This design comes from an exercise in tuning for a short achievable clock period and few clock cycles on the open sky130 flow, not from production work.
The RTL was checked by simulation tests, not by an equivalence proof against the original design.
Power figures rest on the tool's default switching activity, not on a simulated workload.

Setup of run 4:
## lzdec
module lzdec (
    input  wire        clk,
    input  wire        rst,
    input  wire        start,
    input  wire [2:0]  fmt,
    input  wire [15:0] in_len,
    input  wire [15:0] max_out,
    output reg         in_re,
    output reg  [15:0] in_addr,
    input  wire [7:0]  in_rdata,
    output reg         out_re,
    output reg  [15:0] out_raddr,
    input  wire [7:0]  out_rdata,
    output reg         out_we,
    output reg  [15:0] out_waddr,
    output reg  [7:0]  out_wdata,
    output reg  [1:0]  state,
    output reg  [2:0]  err,
    output reg  [15:0] out_len
);
Settings: LEC_CHECK=0, ABC_CLOCK_PERIOD_IN_PS=3500, CAP_MARGIN=20, CORE_MARGIN=2, CORE_UTILIZATION=40, SETUP_SLACK_MARGIN=5, SLEW_MARGIN=20; clock period 11.0 ns.
standard.sh (not shown) runs the stock make flow with config.mk's settings and CLKGATE_MAP_FILE= SYNTH_SCRIPT=/design/flow/synth_recipe.tcl, a recipe that flattens the netlist after the stock synthesis.
==> flow/flow/run.sh <==
#!/bin/bash
# Layout flow: the standard ORFS layout (standard.sh: unchanged synthesis,
# floorplan, placement, CTS, routing). Synthesis and floorplan run with the
# settings of config.mk; placement, CTS and routing then run with a larger
# setup margin for ORFS's repair_timing, so that it keeps sizing and
# buffering paths well below the 11 ns clock. The clock period and all
# constraints stay the design's. Each step's output goes to its own log.
set -euo pipefail
bash standard.sh floorplan > standard_floorplan.log 2>&1
bash standard.sh SETUP_SLACK_MARGIN=7.5 finish > standard_finish.log 2>&1
Run 4 | stages: all done | timing, DRC, antenna: all pass
Testbench counts of run 4, summed over its fixed seeds: cycles 313,753.
For run 2, these inputs were changed with respect to run 4:
-- flow/design.v --
<<< run 4, line 62
    reg [15:0] c_len;
    reg [15:0] c_max;
    reg        busy;         
    reg        in_re_i;      
    wire       start_acc = !busy && start;
    reg [15:0] rp;           
    reg        v1;           
>>> run 2, line 62
    reg [15:0] c_len;
    reg [15:0] c_max;
    wire       start_acc = (state != ST_BUSY) && start;
    reg [15:0] rp;           
    reg        v1;           
<<< run 4, line 395
    wire fge2_nx = k1 ? (fv0 >= 4'd3) : k2 ? (fv0 >= 4'd4) : k4 ? (fv0 >= 4'd6) : (fv0 >= 4'd2);
    wire fge4_nx = k1 ? (fv0 >= 4'd5) : k2 ? (fv0 >= 4'd6) : k4 ? (fv0 >= 4'd8) : (fv0 >= 4'd4);
    wire issue_rd = pf_on && ({1'b0, fcnt} + {4'd0, v2} + {4'd0, v1} + {4'd0, in_re_i} <= 5'd7);
    wire [3:0]  ta = tabbyte[3:0];
    wire [3:0]  tb = tabbyte[7:4];
>>> run 2, line 393
    wire fge2_nx = k1 ? (fv0 >= 4'd3) : k2 ? (fv0 >= 4'd4) : k4 ? (fv0 >= 4'd6) : (fv0 >= 4'd2);
    wire fge4_nx = k1 ? (fv0 >= 4'd5) : k2 ? (fv0 >= 4'd6) : k4 ? (fv0 >= 4'd8) : (fv0 >= 4'd4);
    wire issue_rd = pf_on && ({1'b0, fcnt} + {4'd0, v2} + {4'd0, v1} + {4'd0, in_re} <= 5'd7);
    wire [3:0]  ta = tabbyte[3:0];
    wire [3:0]  tb = tabbyte[7:4];
<<< run 4, line 467
        if (rst) begin
            state   <= ST_IDLE;
            busy    <= 1'b0;
            err     <= 3'd0;
            out_len <= 16'd0;
>>> run 2, line 465
        if (rst) begin
            state   <= ST_IDLE;
            err     <= 3'd0;
            out_len <= 16'd0;
<<< run 4, line 480
            if (start_acc) begin
                state <= ST_BUSY;
                busy  <= 1'b1;
                err   <= 3'd0;
            end else if (c_f) begin
                state   <= (c_code == 3'd0) ? ST_DONE : ST_ERROR;
                busy    <= 1'b0;
                err     <= c_code;
            end
>>> run 2, line 477
            if (start_acc) begin
                state <= ST_BUSY;
                err   <= 3'd0;
            end else if (c_f) begin
                state   <= (c_code == 3'd0) ? ST_DONE : ST_ERROR;
                err     <= c_code;
            end
<<< run 4, line 521
            d4v     <= 1'b0;
        end else begin
            v1 <= in_re_i && !flush_r && !start_acc;
            v2 <= v1 && !flush_r && !start_acc;
            if (go) pf_on <= 1'b1;
>>> run 2, line 516
            d4v     <= 1'b0;
        end else begin
            v1 <= in_re && !flush_r && !start_acc;
            v2 <= v1 && !flush_r && !start_acc;
            if (go) pf_on <= 1'b1;
<<< run 4, line 565
    end
    always @(posedge clk) begin
        if (!busy) begin
            c_fmt <= fmt;
            c_len <= in_len;
>>> run 2, line 560
    end
    always @(posedge clk) begin
        if (state != ST_BUSY) begin
            c_fmt <= fmt;
            c_len <= in_len;
<<< run 4, line 571
        end
        in_q <= in_rdata;
        in_re_i <= start_acc || go || flush_r || issue_rd;
        if (!busy) begin
            in_addr <= 16'd0;
            rp      <= 16'd1;
>>> run 2, line 566
        end
        in_q <= in_rdata;
        if (state != ST_BUSY) begin
            in_addr <= 16'd0;
            rp      <= 16'd1;
<<< run 4, line 578
            in_addr <= jtarget;
            rp      <= jtarget + 16'd1;
        end else begin
            in_addr <= rp;
            if (go || issue_rd) rp <= rp + 16'd1;
        end
        for (i = 0; i < 8; i = i + 1) fb[i] <= fb_nx[i];
>>> run 2, line 572
            in_addr <= jtarget;
            rp      <= jtarget + 16'd1;
        end else if (go || issue_rd) begin
            in_addr <= rp;
            rp      <= rp + 16'd1;
        end
        for (i = 0; i < 8; i = i + 1) fb[i] <= fb_nx[i];
==> summary.txt <==
- Delta (run 2 minus run 4): overall power after layout went up by 0.92%; number of global-route vias before repair neither gained nor lost much; length in cells of the worst reg-to-reg path lost 7; worst clock skew now sits lower; area after synthesis level.
- Between run 2 and run 4, count of TritonRoute iterations in the first routing pass is higher for run 4, run 2 comes in under that.
- Cmp run 2 and run 4 / clock-buffer cell count / higher: run 2
- On clock sink count, run 2 and run 4 are neck and neck.
- Against run 4, run 2 comes in about 0.7% higher on multi-input gate count.
- Sort run 2 and run 4 by number of ordinary and repair buffers in the finished layout asc -> top: run 4
Testbench counts of run 2, summed over its fixed seeds: cycles 313,753.

static timing again, ports no longer ideal:
How much do the figures lean on ideal ports? The routed layouts below were timed once more, with nothing changed but the port constraints.
Step 1 assumes that a clkbuf_16 drives the clock port and a buf_2 every other input.
Step 2 moves the port delays by t, midway between the first and last clock arrival at a register: inputs arrive t later, outputs are due t later. That takes back most of the time a late clock gives input paths.
a / b / c = no drivers / after step 1 / after step 2; a / b = the first two.
run | t (ns) | setup slack, ns | worst slew at a driven data input, ns
run 4 | 1.210 | 7.229 / 7.089 / 6.988 | 0.13
run 2 | 1.173 | 7.232 / 7.096 / 6.954 | 0.21
After both steps setup and hold are still met in every run listed. The setup slack of run 2, which loses most, moves by -0.136 ns with the drivers and by -0.278 ns with both steps.
